From an optimization exercise on the open Yosys and OpenROAD flow, aimed at small area, a short achievable clock period and few clock cycles per item; shortcuts taken in it are not production practice. Only simulation tests tie the RTL to the original design; equivalence was not proved. No activity file was given, so power comes from the tool's default toggle rates.

Setup of 02-05:
==> module lbm_pair, before the edit <==
module lbm_pair (
    input  wire [159:0] audio,      
    output wire [79:0]  pkeys       
);
    genvar j;
    generate
        for (j = 0; j < 10; j = j + 1) begin : g_pair
            wire [7:0] s0 = audio[16*j +: 8];
            wire [7:0] s1 = audio[16*j+8 +: 8];
            wire [7:0] k0 = {s0[6:0] ^ {7{~s0[7]}}, ~s0[7]};
            wire [7:0] k1 = {s1[6:0] ^ {7{~s1[7]}}, ~s1[7]};
            assign pkeys[8*j +: 8] = (k0 > k1) ? k0 : k1;
        end
    endgenerate
endmodule
==> module lbm_peak, before the edit <==
module lbm_peak (
    input  wire [79:0] keys,
    output wire [7:0]  pkey
);
    wire [9:0] alive [0:8];
    assign alive[8] = 10'h3FF;
    genvar j, b;
    generate
        for (b = 7; b >= 0; b = b - 1) begin : g_bit
            wire [9:0] hit;
            for (j = 0; j < 10; j = j + 1) begin : g_j
                assign hit[j] = alive[b+1][j] & keys[8*j+b];
            end
            assign pkey[b]  = |hit;
            assign alive[b] = pkey[b] ? hit : alive[b+1];
        end
    endgenerate
endmodule
==> module lbm_dsp, before the edit <==
module lbm_dsp (
    input  wire         clk,
    input  wire         rst,
    input  wire         in_valid,
    output wire         in_ready,
    input  wire [1:0]   in_op,        
    input  wire         in_mode,      
    input  wire [7:0]   in_raw,       
    input  wire [159:0] in_audio,     
    output reg          out_valid,
    output reg  [6:0]   out_target,
    output wire [15:0]  out_vu,
    output wire [7:0]   out_r,
    output wire [7:0]   out_g,
    output wire [7:0]   out_b
);
    localparam OP_TARGET = 2'd0;
    localparam OP_VUSAMP = 2'd1;
    localparam OP_VUMAX  = 2'd2;
    assign in_ready = 1'b1;
    reg         c_valid;
    reg [1:0]   c_op;
    reg         c_mode;
    reg [7:0]   c_raw;
    reg [79:0]  c_pair;      
    wire [79:0] pair;
    lbm_pair u_pair (.audio(in_audio), .pkeys(pair));
    always @(posedge clk) begin
        c_valid <= in_valid & ~rst;
        c_op    <= in_op;
        c_mode  <= in_mode;
        c_raw   <= in_raw;
        c_pair  <= pair;
    end
    wire [6:0] target;
    lbm_curve u_curve (.raw(c_raw), .mode(c_mode), .target(target));
    wire [7:0] pkey;
    lbm_peak u_peak (.keys(c_pair), .pkey(pkey));
    reg       d_samp, d_vmax, d_valid;
    reg [7:0] d_pkey;
    reg [6:0] d_target;
    always @(posedge clk) begin
        d_valid  <= c_valid & ~rst;
        d_samp   <= c_valid & ~rst & (c_op == OP_VUSAMP);
        d_vmax   <= c_valid & ~rst & (c_op == OP_VUMAX);
        d_pkey   <= pkey;
        d_target <= (c_op == OP_TARGET) ? target : 7'd0;
    end
    reg [15:0] vu_state;
    reg [7:0]  win0, win1, win2;    
    reg [7:0]  col_r;
    reg [5:0]  col_g;
    wire [7:0] m01  = (d_pkey > win0) ? d_pkey : win0;
    wire [7:0] m23  = (win1 > win2) ? win1 : win2;
    wire [7:0] skey = (m01 > m23) ? m01 : m23;
    wire [7:0] sig  = {1'b0, skey[7:1]} + {7'd0, skey[0]};    
    wire [15:0] decay  = vu_state + {4'hF, ~vu_state[15:4]} + {15'd0, ~|vu_state[3:0]};
    wire        attack = ({sig, 8'd0} >= vu_state);
    wire        dzero  = (decay[15:8] == 8'd0);
    wire [8:0] didx = {1'b0, decay[15:8]} + {8'd0, decay[7]};
    reg  [6:0] idx;
    always @(*) begin
        if (d_vmax)
            idx = 7'd127;
        else if (attack)
            idx = sig[7] ? 7'd127 : sig[6:0];
        else if (dzero)
            idx = 7'd0;
        else
            idx = (didx[8] | didx[7]) ? 7'd127 : didx[6:0];
    end
    wire [7:0] nr;
    wire [5:0] ng;
    lbm_vu_color u_color (.idx(idx), .r(nr), .g(ng));
    always @(posedge clk) begin
        if (rst) begin
            vu_state <= 16'd0;
            win0 <= 8'd0; win1 <= 8'd0; win2 <= 8'd0;
            col_r <= 8'd0;
            col_g <= 6'd0;
            out_valid <= 1'b0;
        end else begin
            out_valid <= d_valid;
            if (d_samp) begin
                vu_state <= attack ? {sig, 8'd0} : dzero ? 16'd0 : decay;
                win0 <= d_pkey; win1 <= win0; win2 <= win1;
            end else if (d_vmax) begin
                vu_state <= 16'hFFFF;
            end
            if (d_samp | d_vmax) begin
                col_r <= nr;
                col_g <= ng;
            end
        end
        out_target <= d_target;
    end
    assign out_vu = vu_state;
    assign out_r  = col_r;
    assign out_g  = {2'd0, col_g};
    assign out_b  = 8'd0;
endmodule
clock: 70.0 ns
lec_check: 0
abc_area: 1
cap_margin: 20
core_margin: 2
core_utilization: 40
slew_margin: 20
run.sh (not shown) runs the stock make flow with config.mk's settings and CLKGATE_MAP_FILE= SYNTH_SCRIPT=/design/flow/synth_recipe.tcl, a recipe that flattens the netlist after the stock synthesis.
Testbench counts of 02-05, summed over its fixed seeds: cycles 16,024, items 16,000.
What 03-02 does differently from 02-05 at the input level:
--- a/flow/design.v
+++ b/flow/design.v
@@ -664,39 +664,30 @@
     input  wire [7:0] raw,
     input  wire       mode,
     output wire [6:0] target
 );
     lbm_trad_table u_tab (.raw(raw), .mode(mode), .target(target));
 endmodule
-module lbm_pair (
+module lbm_peak (
     input  wire [159:0] audio,      
-    output wire [79:0]  pkeys       
+    output wire [7:0]   pkey        
 );
-    genvar j;
+    wire [7:0] k [0:19];
+    genvar j, b;
     generate
-        for (j = 0; j < 10; j = j + 1) begin : g_pair
-            wire [7:0] s0 = audio[16*j +: 8];
-            wire [7:0] s1 = audio[16*j+8 +: 8];
-            wire [7:0] k0 = {s0[6:0] ^ {7{~s0[7]}}, ~s0[7]};
-            wire [7:0] k1 = {s1[6:0] ^ {7{~s1[7]}}, ~s1[7]};
-            assign pkeys[8*j +: 8] = (k0 > k1) ? k0 : k1;
+        for (j = 0; j < 20; j = j + 1) begin : g_key
+            assign k[j] = {audio[8*j +: 7] ^ {7{~audio[8*j+7]}}, ~audio[8*j+7]};
         end
     endgenerate
-endmodule
-module lbm_peak (
-    input  wire [79:0] keys,
-    output wire [7:0]  pkey
-);
-    wire [9:0] alive [0:8];
-    assign alive[8] = 10'h3FF;
-    genvar j, b;
+    wire [19:0] alive [0:8];
+    assign alive[8] = 20'hFFFFF;
     generate
         for (b = 7; b >= 0; b = b - 1) begin : g_bit
-            wire [9:0] hit;
-            for (j = 0; j < 10; j = j + 1) begin : g_j
-                assign hit[j] = alive[b+1][j] & keys[8*j+b];
+            wire [19:0] hit;
+            for (j = 0; j < 20; j = j + 1) begin : g_j
+                assign hit[j] = alive[b+1][j] & k[j][b];
             end
             assign pkey[b]  = |hit;
             assign alive[b] = pkey[b] ? hit : alive[b+1];
         end
     endgenerate
 endmodule
@@ -728,26 +719,24 @@
     localparam OP_VUMAX  = 2'd2;
     assign in_ready = 1'b1;
     reg         c_valid;
     reg [1:0]   c_op;
     reg         c_mode;
     reg [7:0]   c_raw;
-    reg [79:0]  c_pair;      
-    wire [79:0] pair;
-    lbm_pair u_pair (.audio(in_audio), .pkeys(pair));
+    reg [159:0] c_audio;
     always @(posedge clk) begin
         c_valid <= in_valid & ~rst;
         c_op    <= in_op;
         c_mode  <= in_mode;
         c_raw   <= in_raw;
-        c_pair  <= pair;
+        c_audio <= in_audio;
     end
     wire [6:0] target;
     lbm_curve u_curve (.raw(c_raw), .mode(c_mode), .target(target));
     wire [7:0] pkey;
-    lbm_peak u_peak (.keys(c_pair), .pkey(pkey));
+    lbm_peak u_peak (.audio(c_audio), .pkey(pkey));
     reg       d_samp, d_vmax, d_valid;
     reg [7:0] d_pkey;
     reg [6:0] d_target;
     always @(posedge clk) begin
         d_valid  <= c_valid & ~rst;
         d_samp   <= c_valid & ~rst & (c_op == OP_VUSAMP);
Findings:
Diff 02-05 -> 03-02: final critical-path required period -0.46 ns; sequential share of layout area picked up an extra 7.8 points; cell area moved up. Diff 02-05 -> 03-02: worst slack at placement went up by 0.52 ns, weighted congestion reported at the end of routability-driven placement was more or less identical, overall power after layout went down by 17%. Changes observed in 03-02 relative to 02-05: growth of design area from synthesis to finish went up by 1.2 points, combinational group share of total power fell by 24 points, final setup slack of the worst path shows an increase of 0.46 ns.
Testbench counts of 03-02, summed over its fixed seeds: cycles 16,024, items 16,000.

separate check: timing with driven ports:
The flow's constraints put no driver on any port. The routed layouts listed below were extracted and timed again, unchanged, in two steps. Step 1 assumes that a clkbuf_16 drives the clock port and a buf_2 every other input. Step 2 moves the port delays by t, midway between the first and last clock arrival at a register: inputs arrive t later, outputs are due t later. That takes back most of the time a late clock gives input paths. a / b / c = ideal ports / drivers / drivers and shift; a / b = the first two.
run	shift t [ns]	slack for setup (ns)	worst hold slack (ns)	worst setup path at the end
02-05	0.481	53.961 / 53.952 / 53.471	0.331 / 0.331 / 0.331	input to register
03-02	0.595	54.421 / 54.373 / 54.013	0.325 / 0.325 / 0.325	input to register
After both steps every run listed still meets setup and hold. The setup slack of 02-05, which loses most, moves by -0.009 ns with the drivers and by -0.490 ns with both steps.
